Source: an optimization exercise on an open RTL-to-GDS flow (aim: small area, a short achievable clock period and few clock cycles per item). Production flows keep margins and buffers that such runs may drop.
Function was checked by simulation only, so behaviour that the tests miss may differ from the original.
Power figures rest on the tool's default switching activity, not on a simulated workload.

==> flow/design.v (excerpt) <==
module nand_timing_unit (
    input  wire        clk,
    input  wire        rst,
    input  wire        wr_en,
    input  wire [4:0]  wr_addr,
    input  wire [31:0] wr_data,
    input  wire        start,
    input  wire [1:0]  op,
    input  wire        bus16,
    input  wire [31:0] mck_hz,
    output wire        ready,
    output reg         done,
    output wire [7:0]  answer,
    output reg         unsupported,
    output wire [31:0] result,
    output wire [31:0] setup_reg,
    output wire [31:0] pulse_reg,
    output wire [31:0] cycle_reg,
    output wire [31:0] timings_reg,
    output wire [31:0] mode_reg
);
    localparam OP_NTC = 2'd0;
    localparam OP_PER = 2'd1;
    localparam OP_CYC = 2'd2;
    localparam [3:0] A_OK           = 4'b0000;   
    localparam [3:0] A_BAD_COMMAND  = 4'b1010;   
    localparam [3:0] A_ZERO_CLOCK   = 4'b1011;   
    localparam [3:0] A_PERIOD_RANGE = 4'b1100;   
    localparam [3:0] A_ZERO_PERIOD  = 4'b1101;   
    localparam [2:0] H_IDLE   = 3'd0;
    localparam [2:0] H_NCHK   = 3'd1;
    localparam [2:0] H_NWAIT  = 3'd2;
    localparam [2:0] H_DIFF   = 3'd3;
    localparam [2:0] H_PER    = 3'd4;
    localparam [2:0] H_CYCCHK = 3'd5;
    localparam [2:0] H_CYC    = 3'd6;
    localparam [2:0] W_IDLE = 3'd0;
    localparam [2:0] W_LD   = 3'd1;    
    localparam [2:0] W_LD3  = 3'd2;    
    localparam [2:0] W_RUN  = 3'd3;
    localparam [2:0] W_F1   = 3'd4;    
    localparam [2:0] W_F2   = 3'd5;    
    localparam [2:0] W_F3   = 3'd6;    
    localparam [2:0] W_PER1 = 3'd7;    
  ...
Settings: LEC_CHECK=0, ABC_CLOCK_PERIOD_IN_PS=4000, CAP_MARGIN=20, CORE_MARGIN=2, CORE_UTILIZATION=55, CTS_BUF_LIST=sky130_fd_sc_hd__clkbuf_8, PLACE_DENSITY=0.7, SLEW_MARGIN=20, SETUP_SLACK_MARGIN=8.3; clock period 12.0 ns.
standard.sh (not shown) runs the stock make flow with config.mk's settings and CLKGATE_MAP_FILE= SYNTH_SCRIPT=/design/flow/synth_recipe.tcl, a recipe that flattens the netlist after the stock synthesis.
==> flow/flow/run.sh <==
#!/bin/bash
cat >> config.mk <<'CFG'
export SETUP_SLACK_MARGIN = 8.3
CFG
bash standard.sh > standard.log 2>&1
Testbench counts at the start, summed over its fixed seeds: cycles 6,692, items 192.
Edit:
==> flow/flow/run.sh (replaced) <==
#!/bin/bash
cat >> config.mk <<'CFG'
export SETUP_SLACK_MARGIN = 8.0
CFG
bash standard.sh > standard.log 2>&1
Settings changed: SETUP_SLACK_MARGIN 8.3 to 8.0.
Clock-buffer cell count decreases by 20.
Area after synthesis stays the same.
Maximum frequency increases by 0.47%.
Hold slack gains 59 ps.
Total power decreases by 2.6%.
Register-to-register slack loses 110 ps.
Clock skew decreases by 33 ps.
Worst setup slack gains 19 ps.
Sequential cell count stays the same.
Edit:
Settings changed: CORE_UTILIZATION 55 to 62, PLACE_DENSITY 0.7 to 0.75.
Effect:
- cell count falls by 1.3%
- setup slack gains 19 ps
- synthesized cell count stays the same
- via count rises by about 1.8%
- clock power rises by about 2%
- total power rises by 0.81%
- design area rises by 0.35%
- count of clock-buffer cells in the layout rises by 3
- sequential share of layout area falls by 0.14 points
- sequential cell count does not change
Edit:
Settings changed: CORE_UTILIZATION 62 to 55, CTS_BUF_LIST sky130_fd_sc_hd__clkbuf_8 to not set, PLACE_DENSITY 0.75 to 0.7.
What happened: Routed wire length decreases by a few percent; total power came out higher by a few percent; global-route usage falls by 4.9 points; sequential share of layout area decreases by 0.19 points; sequential cell count does not change; final area grows slightly; critical path depth climbs by 13; die area climbs by roughly a tenth; setup slack got worse by 20 ps; first-iteration DRC count came out lower by roughly a tenth.

== run 1 ==
nand_timing_unit, a different RTL version from the one above (not shown whole).
For scale: about 8100 cells after synthesis, ~1500 flip-flops, roughly 280 I/O pins.
clock: 12.0 ns
lec_check: 0
abc_clock_period_in_ps: 4000
cap_margin: 20
core_margin: 2
core_utilization: 55
place_density: 0.7
slew_margin: 20
setup_slack_margin: 7.5
==> flow/flow/run.sh <==
#!/bin/bash
cat >> config.mk <<'CFG'
export SETUP_SLACK_MARGIN = 7.5
CFG
bash standard.sh > standard.log 2>&1
Run 1 | status: complete | timing, DRC, antenna: pass
Testbench counts of run 1, summed over its fixed seeds: cycles 6,692, items 192.
## Diff of input files: run 2 against run 1
==> flow/flow/run.sh <==
#!/bin/bash
cat >> config.mk <<'CFG'
export SETUP_SLACK_MARGIN = 8.0
CFG
bash standard.sh > standard.log 2>&1
--- a/flow/config.mk
+++ b/flow/config.mk
@@ -12,3 +12,3 @@
 export PLACE_DENSITY = 0.7
 export SLEW_MARGIN = 20
-export SETUP_SLACK_MARGIN = 7.5
+export SETUP_SLACK_MARGIN = 8.0
==> summary.txt <==
- Run 2: PASS, flow complete, no timing, DRC or antenna violations
- On run 2: global-route usage is 1.4 points higher than what run 1 gave.
- The run showing the greater maximum vdd ir drop is run 1.
- Run comparison: run 2 capture point of the worst path slow[18]; run 1 capture point of the worst path wb[0]
- When run 2 is set beside run 1, its fraction of cell area in non-clock buffers turns out to be 0.90 points larger.
- Hold violation total from the final report: run 2 vs run 1 identical
- Diff run 1 -> run 2: combinational logic power increased 5.3%, share of power burned in registers decreased 0.9 points.
[inputs] run 3 vs run 2
--- a/flow/config.mk
+++ b/flow/config.mk
@@ -10,4 +10,5 @@
 export CORE_MARGIN = 2
 export CORE_UTILIZATION = 55
+export CTS_BUF_LIST = sky130_fd_sc_hd__clkbuf_8
 export PLACE_DENSITY = 0.7
 export SLEW_MARGIN = 20
Notes after the runs:
- Every stage of the flow completed for run 3, and the final layout passed the timing, DRC and antenna checks.
- Setup WNS run 2 -> run 3: better
- Run 3 vs run 2 — count of clock-buffer cells in the layout climbed by more than a quarter
- Run 2 tops out at a lower clock frequency than run 3.
- Summary: total power, run 3 better than run 2
- Switching power summed over all nets (run 3 over run 2): decrease, 0.94%
- The cell-internal power in run 2 is 1.06 times that in run 3.
- In the tables for run 2 and run 3, worst slew slack as a fraction of its limit reads higher with run 3.

Another version of the RTL of nand_timing_unit (not shown whole).
Size in the first run: ~8,100 cells after synthesis, about 1,400 flip-flops, roughly 280 I/O pins, about 75,000 um^2 of cells after synthesis.
==> flow/config.mk <==
export PLATFORM = sky130hd
export DESIGN_NAME = nand_timing_unit
export DESIGN_NICKNAME = nand_timing_unit
export VERILOG_FILES = /design/flow/design.v
export SDC_FILE = /design/flow/constraint.sdc
export NUM_CORES = 4
export LEC_CHECK = 0
export ABC_CLOCK_PERIOD_IN_PS = 4000
export CAP_MARGIN = 20
export CORE_MARGIN = 2
export CORE_UTILIZATION = 55
export PLACE_DENSITY = 0.7
export SLEW_MARGIN = 20
export SETUP_SLACK_MARGIN = 7.5
==> flow/constraint.sdc <==
create_clock -name core_clock -period 12.0 [get_ports {clk}]
set_input_delay 2.4000 -clock core_clock [delete_from_list [all_inputs] [get_ports {clk}]]
set_output_delay 2.4000 -clock core_clock [all_outputs]
set_load 0.01 [all_outputs]
==> flow/flow/run.sh <==
#!/bin/bash
cat >> config.mk <<'CFG'
export SETUP_SLACK_MARGIN = 7.5
CFG
bash standard.sh > standard.log 2>&1
Testbench counts at the start, summed over its fixed seeds: cycles 6,692, items 192.
==> next run, changes <==
==> flow/flow/run.sh (replaced) <==
#!/bin/bash
cat >> config.mk <<'CFG'
export SETUP_SLACK_MARGIN = 8.0
CFG
bash standard.sh > standard.log 2>&1
Settings changed: SETUP_SLACK_MARGIN 7.5 to 8.0.
- critical path depth came out higher by 14
- sequential power hardly moves
- worst setup slack gains 0.15 ns
- via count came out higher by 2.4%
- total power came out higher by 2.8%
- register-to-register slack gains 0.10 ns
- die area is unchanged
- non-clock buffer count came out higher by 176

## static timing again, ports no longer ideal
Ports are ideal in the flow. The routed layouts listed here were re-timed in OpenROAD.
Step 1 assumes that a clkbuf_16 drives the clock port and a buf_2 every other input.
Step 2 moves the port delays by t, midway between the first and last clock arrival at a register: inputs arrive t later, outputs are due t later. That takes back most of the time a late clock gives input paths.
Three values: ideal, step 1, step 2; two values: the first two.
run | t, ns | setup WS [ns] | worst setup path after step 2 | worst data-port slew with drivers (ns)
the first run of note 1 | 1.041 | 7.926 / 7.858 / 7.322 | input to register | 0.16
the second run of note 1 | 1.059 | 7.945 / 7.867 / 7.059 | input to register | 0.17
the third run of note 1 | 1.018 | 7.964 / 7.893 / 6.996 | input to register | 0.16
the fourth run of note 1 | 0.881 | 7.944 / 7.944 / 7.191 | input to register | 0.16
run 1 | 0.881 | 7.540 / 7.486 / 6.844 | input to register | 0.20
run 2 | 0.861 | 7.720 / 7.720 / 7.215 | input to register | 0.07
run 3 | 1.059 | 7.764 / 7.764 / 7.055 | input to register | 0.07
the first run of note 3 | 0.853 | 7.575 / 7.529 / 6.780 | input to register | 0.13
the second run of note 3 | 0.860 | 7.724 / 7.724 / 7.236 | input to register | 0.15
After both steps every run listed still meets setup and hold. For the third run of note 1, which loses most, drivers alone change the setup slack by -0.071 ns; drivers and shift together by -0.968 ns.
